Source: an optimization exercise on an open RTL-to-GDS flow (aim: small area, a short achievable clock period and few clock cycles). Production flows keep margins and buffers that such runs may drop.
No functional check of the RTL was part of this run.
Power and IR drop assume default switching activity.

==> design/flow/design.v <==
module bitrat_enc (
    input  wire        clk,
    input  wire        rst,         
    input  wire        start,
    input  wire        prev_bit,
    input  wire [12:0] len,         
    output wire [11:0] in_addr,
    input  wire [7:0]  in_data,
    output reg         out_we,
    output reg  [12:0] out_addr,
    output reg  [7:0]  out_data,
    output wire        busy,
    output reg         done,
    output reg  [7:0]  cmask,
    output reg  [3:0]  maskw,
    output reg  [12:0] count,
    output reg         last
);
    localparam [3:0] S_IDLE = 4'd0,
                     S_RD   = 4'd1,   
                     S_PROC = 4'd2,   
                     S_GEND = 4'd3,   
                     S_BEND = 4'd4,   
                     S_ERD  = 4'd5,   
                     S_EWR  = 4'd6,   
                     S_PEND = 4'd7,   
                     S_SEND = 4'd8,   
                     S_FIN  = 4'd9;
    reg [3:0]  state;
    reg [12:0] len_r;
    reg [11:0] icur;      
    reg [12:0] ocur;      
    reg        mbit;      
    reg [7:0]  gmask;
    reg [12:0] gpos;
    reg [3:0]  bmask;
    reg [12:0] bpos;
    reg [7:0]  pmask;
    reg [12:0] ppos;
    reg [7:0]  smask;
    reg [12:0] spos;
    reg [7:0]  cm;
    reg [4:0]  ecnt;
    assign busy    = (state != S_IDLE);
    assign in_addr = (state == S_ERD) ? {icur[11:5], ecnt} : icur;
    wire last_byte = ({1'b0, icur} == len_r - 13'd1);
    wire full_pair = ({1'b0, icur[11:6], 6'b0} + 13'd64) <= len_r;
    wire grp_start = (icur[2:0] == 3'd0);
    wire blk_start = (icur[4:0] == 5'd0);
    wire pair_start = (icur[5:0] == 6'd0);
    wire sec_start = (icur[8:0] == 9'd0);
    wire grp_end   = (icur[2:0] == 3'd7) || last_byte;
    wire blk_end   = full_pair && (icur[4:0] == 5'd31);
    wire pair_end  = (icur[5:0] == 6'd63) || last_byte;
    wire sec_end   = (icur[8:0] == 9'h1FF) || last_byte;
    wire [12:0] o_sec  = ocur;
    wire [12:0] o_pair = o_sec  + {12'd0, sec_start};
    wire [12:0] o_grp  = o_pair + {12'd0, pair_start};
    wire [12:0] o_lit  = o_grp  + {12'd0, grp_start};
    wire        is_lit   = (in_data != {8{mbit}});
    wire [7:0]  gm_base  = grp_start ? 8'd0 : gmask;
    wire [7:0]  gm_bit   = 8'h80 >> icur[2:0];
    wire        g_pres   = (gmask != 8'd0);
    wire        p_pres   = (pmask != 8'd0);
    wire        s_pres   = (smask != 8'd0);
    wire [12:0] blk_len  = ocur - bpos;
    wire        escape   = (blk_len > 13'd32);
    wire [3:0]  bm_eff   = escape ? 4'hF : bmask;
    wire [12:0] len_up   = len_r + 13'd511;
    always @(posedge clk) begin
        if (rst) begin
            state    <= S_IDLE;
            done     <= 1'b0;
            out_we   <= 1'b0;
            out_addr <= 13'd0;
            out_data <= 8'd0;
            cmask    <= 8'd0;
            maskw    <= 4'd0;
            count    <= 13'd0;
            last     <= 1'b0;
            len_r    <= 13'd0;
            icur     <= 12'd0;
            ocur     <= 13'd0;
            mbit     <= 1'b0;
            gmask    <= 8'd0;
            gpos     <= 13'd0;
            bmask    <= 4'd0;
            bpos     <= 13'd0;
            pmask    <= 8'd0;
            ppos     <= 13'd0;
            smask    <= 8'd0;
            spos     <= 13'd0;
            cm       <= 8'd0;
            ecnt     <= 5'd0;
        end else begin
            done   <= 1'b0;
            out_we <= 1'b0;
            case (state)
                S_IDLE: begin
                    if (start) begin
                        len_r <= len;
                        mbit  <= prev_bit;
                        icur  <= 12'd0;
                        ocur  <= 13'd0;
                        cm    <= 8'd0;
                        state <= (len == 13'd0) ? S_FIN : S_RD;
                    end
                end
                S_RD: state <= S_PROC;
                S_PROC: begin
                    if (sec_start) begin
                        spos  <= o_sec;
                        smask <= 8'd0;
                    end
                    if (pair_start) begin
                        ppos  <= o_pair;
                        pmask <= 8'd0;
                    end
                    if (blk_start) begin
                        bpos  <= o_grp;
                        bmask <= 4'd0;
                    end
                    if (grp_start)
                        gpos <= o_grp;
                    if (is_lit) begin
                        out_we   <= 1'b1;
                        out_addr <= o_lit;
                        out_data <= in_data;
                        gmask    <= gm_base | gm_bit;
                        mbit     <= in_data[0];
                        ocur     <= o_lit + 13'd1;
                    end else begin
                        gmask    <= gm_base;
                        ocur     <= o_lit;
                    end
                    if (grp_end) begin
                        state <= S_GEND;
                    end else begin
                        icur  <= icur + 12'd1;
                        state <= S_RD;
                    end
                end
                S_GEND: begin
                    if (g_pres) begin
                        out_we   <= 1'b1;
                        out_addr <= gpos;
                        out_data <= gmask;
                    end else begin
                        ocur <= gpos;
                    end
                    if (full_pair)
                        bmask <= bmask | ({3'd0, g_pres} << (2'd3 - icur[4:3]));
                    else
                        pmask <= pmask | ({7'd0, g_pres} << (3'd7 - icur[5:3]));
                    if (blk_end) begin
                        state <= S_BEND;
                    end else if (pair_end) begin
                        state <= S_PEND;
                    end else begin
                        icur  <= icur + 12'd1;
                        state <= S_RD;
                    end
                end
                S_BEND: begin
                    if (icur[5])
                        pmask <= pmask | {4'd0, bm_eff};
                    else
                        pmask <= pmask | {bm_eff, 4'd0};
                    if (escape) begin
                        out_we   <= 1'b1;
                        out_addr <= bpos;
                        out_data <= 8'h00;
                        ecnt     <= 5'd0;
                        state    <= S_ERD;
                    end else if (pair_end) begin
                        state <= S_PEND;
                    end else begin
                        icur  <= icur + 12'd1;
                        state <= S_RD;
                    end
                end
                S_ERD: state <= S_EWR;
                S_EWR: begin
                    out_we   <= 1'b1;
                    out_addr <= bpos + 13'd1 + {8'd0, ecnt};
                    out_data <= in_data;
                    ecnt     <= ecnt + 5'd1;
                    if (ecnt == 5'd31) begin
                        ocur <= bpos + 13'd33;
                        if (pair_end) begin
                            state <= S_PEND;
                        end else begin
                            icur  <= icur + 12'd1;
                            state <= S_RD;
                        end
                    end else begin
                        state <= S_ERD;
                    end
                end
                S_PEND: begin
                    if (p_pres) begin
                        out_we   <= 1'b1;
                        out_addr <= ppos;
                        out_data <= pmask;
                    end else begin
                        ocur <= ppos;
                    end
                    smask <= smask | ({7'd0, p_pres} << (3'd7 - icur[8:6]));
                    if (sec_end) begin
                        state <= S_SEND;
                    end else begin
                        icur  <= icur + 12'd1;
                        state <= S_RD;
                    end
                end
                S_SEND: begin
                    if (s_pres) begin
                        out_we   <= 1'b1;
                        out_addr <= spos;
                        out_data <= smask;
                    end else begin
                        ocur <= spos;
                    end
                    cm <= cm | ({7'd0, s_pres} << (3'd7 - icur[11:9]));
                    if (last_byte) begin
                        state <= S_FIN;
                    end else begin
                        icur  <= icur + 12'd1;
                        state <= S_RD;
                    end
                end
                S_FIN: begin
                    count <= ocur;
                    cmask <= cm;
                    maskw <= len_up[12:9];
                    last  <= mbit;
                    done  <= 1'b1;
                    state <= S_IDLE;
                end
                default: state <= S_IDLE;
            endcase
        end
    end
endmodule
==> design/flow/run.sh <==
#!/bin/bash
# synth_recipe.tcl (not shown) runs the flow's synth.tcl, then flattens the netlist and writes it again
# the make line also repeats each setting of config.mk as NAME=value (left out here)
make -C /OpenROAD-flow-scripts/flow DESIGN_CONFIG=/design/flow/config.mk WORK_HOME=/design/flow/orfs CLKGATE_MAP_FILE= SYNTH_SCRIPT=/design/flow/synth_recipe.tcl finish
==> design/flow/config.mk <==
export PLATFORM = sky130hd
export DESIGN_NAME = bitrat_enc
export DESIGN_NICKNAME = bitrat_enc
export VERILOG_FILES = /design/flow/design.v
export SDC_FILE = /design/flow/constraint.sdc
export NUM_CORES = 4
export LEC_CHECK = 0
export CAP_MARGIN = 20
export CORE_MARGIN = 2
export CORE_UTILIZATION = 40
export SLEW_MARGIN = 20
==> design/flow/constraint.sdc <==
create_clock -name core_clock -period 5.0 [get_ports {clk}]
set_input_delay 1.0000 -clock core_clock [delete_from_list [all_inputs] [get_ports {clk}]]
set_output_delay 1.0000 -clock core_clock [all_outputs]
set_load 0.01 [all_outputs]
==> notes.md <==
[per-stage QoR]
stage	utilization [%]	worst slack (ps)	hold slack [ps]
CTS	47.2	298	458
floorplan	-	726	431
finish	47.3	420	456
detailed placement	44.9	328	447
global route	47.3	42.6	472
global placement	44.9	397	442
[area by class of cell]
cell class                 count  area, µm²
clock inverter                14        201
multi-input combinational   1151       7090
timing repair buffer         124       1140
tap                          378        473
inverter                      43        161
clock buffer                  18        439
sequential                   185       3700
fill                        2859      14700
[worst min path at each step]
stage,slack (ps),cells past startpoint,to,startpoint
after detailed placement,450,2,gpos[6],gpos[6]
after CTS,460,2,cmask[1],cmask[1]
after global placement,440,2,gpos[2],gpos[2]
after global routing,470,2,cmask[7],cmask[7]
after floorplan,430,2,cmask[3],cm[3]
final,460,2,spos[4],spos[4]
[metal layers]
metal  share of wire (%)  up-vias
li1                    -     5359
met1                  44     5205
met2                  48      301
met3                 4.8       60
met4                 3.3        0
met5                   0        -
[power groups by stage]
stage / sequential (W) / combinational, W / clock (W)
after detailed placement: 0.00157 / 0.000552 / 0
after global placement: 0.00157 / 0.000550 / 0
after CTS: 0.00154 / 0.000555 / 0.00146
final: 0.00154 / 0.000559 / 0.00143
after floorplan: 0.00156 / 0.000386 / 0
after global routing: 0.00154 / 0.000609 / 0.00151
[cell usage in the layout, fill, tap and decap left out, types with 7 or more instances in the layout]
cell type	count
sky130_fd_sc_hd__a211oi_1	37
sky130_fd_sc_hd__a21o_1	8
sky130_fd_sc_hd__a21oi_1	123
sky130_fd_sc_hd__a221oi_1	19
sky130_fd_sc_hd__a222oi_1	8
sky130_fd_sc_hd__a22oi_1	24
sky130_fd_sc_hd__a311oi_1	13
sky130_fd_sc_hd__a31oi_1	15
sky130_fd_sc_hd__and2_1	12
sky130_fd_sc_hd__and3_1	8
sky130_fd_sc_hd__buf_4	39
sky130_fd_sc_hd__clkbuf_16	17
sky130_fd_sc_hd__clkdlybuf4s50_1	85
sky130_fd_sc_hd__clkinv_8	7
sky130_fd_sc_hd__dfxtp_1	185
sky130_fd_sc_hd__ha_1	44
sky130_fd_sc_hd__inv_1	41
sky130_fd_sc_hd__mux2i_1	13
sky130_fd_sc_hd__nand2_1	254
sky130_fd_sc_hd__nand2b_1	9
sky130_fd_sc_hd__nand3_1	39
sky130_fd_sc_hd__nand3b_1	8
sky130_fd_sc_hd__nand4_1	15
sky130_fd_sc_hd__nor2_1	169
sky130_fd_sc_hd__nor2b_1	9
sky130_fd_sc_hd__nor3_1	37
sky130_fd_sc_hd__nor4_1	19
sky130_fd_sc_hd__o21a_1	8
sky130_fd_sc_hd__o21ai_0	38
sky130_fd_sc_hd__or2_2	7
sky130_fd_sc_hd__or3_1	12
sky130_fd_sc_hd__xnor2_1	64
sky130_fd_sc_hd__xor2_1	26
[registers in the layout (all words and copies together), names as in the netlist, 4 cells and up, named ones only]
signal / flops
smask: 8
ocur: 13
gpos: 13
maskw: 4
state: 4
ppos: 13
bmask: 4
cm: 8
ecnt: 5
out_addr: 13
gmask: 6
spos: 13
len_r: 13
bpos: 13
icur: 12
cmask: 8
out_data: 8
count: 13
pmask: 8
[timing repair]
action,4_1_cts,5_1_grt
setup endpoints to repair,0,8
resized for setup,0,5
hold buffers,0,0
[critical path: stages (launching register included)]
cell                       delay (ps)
sky130_fd_sc_hd__dfxtp_1          320
sky130_fd_sc_hd__inv_1            120
sky130_fd_sc_hd__ha_1             190
sky130_fd_sc_hd__nand2_1          130
sky130_fd_sc_hd__nor4_2           210
sky130_fd_sc_hd__and3b_1          200
sky130_fd_sc_hd__ha_1             310
sky130_fd_sc_hd__ha_2             400
sky130_fd_sc_hd__nand2_1           90
sky130_fd_sc_hd__o31ai_1          210
sky130_fd_sc_hd__a31oi_1          260
sky130_fd_sc_hd__or2_0            410
sky130_fd_sc_hd__o311a_1          450
sky130_fd_sc_hd__nor4_1           380
sky130_fd_sc_hd__xor2_1           390
sky130_fd_sc_hd__o221ai_1         160
sky130_fd_sc_hd__mux2i_1          160
sky130_fd_sc_hd__nor2_1            50
[logic make-up after synthesis]
group / after synthesis / share of synthesized area [%]
and+or+nand+nor: 633 / 25.7
AOI/OAI and AO/OA: 364 / 22.1
DFF: 185 / 32.5
buffers and inverters: 158 / 5.70
xor gates and xnor gates: 93 / 7.40
muxes: 14 / 1.24
adders and majority gates: 47 / 5.29
==> notes.md <==
----------------------------------------------------
[Drt]
  Post-DRT Antenna Nets ... 0
  Drc violations ... 0
  Via count ... 10900
  Routed len/inst ... ~19 µm
  Wirelength, routed ... 36500 µm
  Drt initial violations ... a little under 900
  Number of vias per cell after detailed routing ... ~5.7
  Pre-antenna DRT Iters ... 5

[Yosys]
  Library cell occupying the most area in the post-synthesis netlist ... sky130_fd_sc_hd__dfxtp_1
  Count of flip-flops with a built-in enable after synthesis ... 0
  Post-synthesis sequential area ratio ... 32.5%
  Fraction of post-synthesis cell area in the top cell type by area ... 32.5%
  Number of unique standard cell types used by synthesis ... 88
  Mapped cell area ... 11400 µm²
  Synth top area cells ... sky130_fd_sc_hd__dfxtp_1 33%, sky130_fd_sc_hd__nand2_1 8.4%, sky130_fd_sc_hd__nor2_1 5.6%
  Synth Instances ... 1494
  Number of register bits inferred by synthesis ... 185
  Number of warnings issued by yosys ... 1
  Most frequent cell after synthesis ... sky130_fd_sc_hd__nand2_1
  Synthesized netlist net count ... 1566
  Prevailing post-synth register cell ... sky130_fd_sc_hd__dfxtp_1
  Post-synthesis async set-or-reset flop share ... 0%
  Avg Cell Area, Syn ... 7.62 µm²
  Synth cell count leaders ... 254 x sky130_fd_sc_hd__nand2_1, 185 x sky130_fd_sc_hd__dfxtp_1, 170 x sky130_fd_sc_hd__nor2_1

[Outcome]
  Result of the run ... no timing/DRC/antenna violations

[STA]
  Slew of the pin with the lowest slew margin ... approximately 880 ps
  Relative slew margins ... 40.8%
  Share of the clock period used by the worst path ... 91.6%
  Final-report setup violation count ... 0
  Top achievable clock speed ... between 200 and 250 MHz
  Number of max-slew violations in the final report ... 0
  Min cycle time layout ... 4580 ps
  RSZ-0062 raised after global routing ... false
  Final Hold Viols ... 0
  Worst Skew ... 18.0 ps
  Setup TNS Final ... 0 ps

[GRT]
  Initial antenna violation count ... 0
  Pin count of the biggest net entering global routing ... 64
  Met2 demand-to-capacity share in global routing ... 40.3%
  Overall Global Routing Usage ... 24.0%
  Met3 track demand over resource ... 3.45%
  First-pass GRT wire length ... about 57000 µm
  GR Overflow Total ... 0
  Via count of the first global-routing pass ... a little over 10000
  Met1 capacity usage during global routing ... 31.3%
  GRT busiest layer ... met2

[Die]
  Core ar. ... 27900 µm²
  I/O pin count ... 87
  Initial standard-cell utilization of the core ... approximately 41%
  Total die area ... 29800 µm²
  Chip Width ... 173 µm
  DIE HEIGHT ... 173 µm
  Site row count ... 61

[Clocking]
  Library cell used as clock root buffer ... sky130_fd_sc_hd__clkbuf_16
  Number of buffers on the longest clock path ... 2
  Clock transition at the registers of the reported paths ... 70 ps
  Clock latency of the later-clocked register in the worst-skew pair ... 450 ps
  Sink count of the clock tree ... 185
  Clock tree from TritonCTS ... yes
  Clock H-tree levels ... 4
  Number of post-CTS setup repair buffers ... 0
  Number of CTS-inserted buffers ... 17

[Critical path]
  Worst Path Required ... ~5300 ps
  Worst reg2reg path depth ... 17
  Largest fanout on the critical path ... 12
  Startpoint Class ... flip-flop
  R2R Path Start ... icur[0]
  Worst setup path endpoint ... out_addr[11]
  Arrival time reported for the critical path endpoint ... between 4000 and 5000 ps
  Critical path startpoint ... icur[0]
  Critical Path Sink Type ... flip-flop
  Setup Crit Path Kind ... flip-flop to flip-flop
  R2R Path End ... out_addr[11]
  Worst R2R Setup Slack ... 420 ps

[Pwr]
  Comb power frac ... 15.9%
  Pwr dens ... 267 nW/µm²
  Sequential fraction of design power ... 43.6%
  Internal power contribution ... around 0.0025 W
  Fraction of power spent switching nets ... a little under a third
  Total power ... 0.00353 W
  Power spent charging and discharging nets ... 0.00106 W
  Leakage component of the power ... 4.55 nW
  Part of the total power dissipated in the clock network ... 40.5%
  Worst supply voltage drop on vdd ... between 0.2 and 0.25 mV

[Job]
  Max-capacitance violation count ... 0

[Layout]
  N_diodes ... 0
  Area of all placed cells without fillers ... 13200 µm²
  Fraction of layout instances using a drive strength above 1 ... 7.43%
  Layout net count ... ~1600
  Synth-to-Final Area Change ... 16.0%
  Final std cells w/o fill ... 1913

[Worst hold path]
  Path class of the lowest-slack min-delay path ... flip-flop to flip-flop

[Placed design]
  Detailed placer's ending HPWL ... between 20000 and 30000 µm
  Number of port buffers ... 86
  Post-detailed-placement cell area ... 12500 µm²
  Cell count after placement ... 1881
  Routability-driven placement congestion ratio ... 0.915

----------------------------------------------------

[afterwards: timing with drivers on the ports]
No port has a modelled driver above. Below, the same layout with a new extraction and two added sets of constraints. Step 1 (the two cells are an assumption about what drives the block):
set clk [get_ports {clk}]
set_driving_cell -lib_cell sky130_fd_sc_hd__clkbuf_16 $clk
set_driving_cell -lib_cell sky130_fd_sc_hd__buf_2 [delete_from_list [all_inputs] $clk]
Step 2 adds t to the input delays and takes it off the output delays; t is the mean of the earliest and latest rising clock arrival at the registers after step 1. Input paths then give back, and output paths get back, about the clock's delay inside the block. Three values: ideal, step 1, step 2; two values: the first two.
t (ns): 0.490
setup slack, ns: 0.420 / 0.420 / 0.420
hold WS [ns]: 0.456 / 0.456 / 0.456
worst slew at a driven data input, ns: 0.04
cell pins on the clock port's net: 1
After both steps setup and hold are still met in this run. The setup slack of this run moves by 0.000 ns with the drivers and by 0.000 ns with both steps.
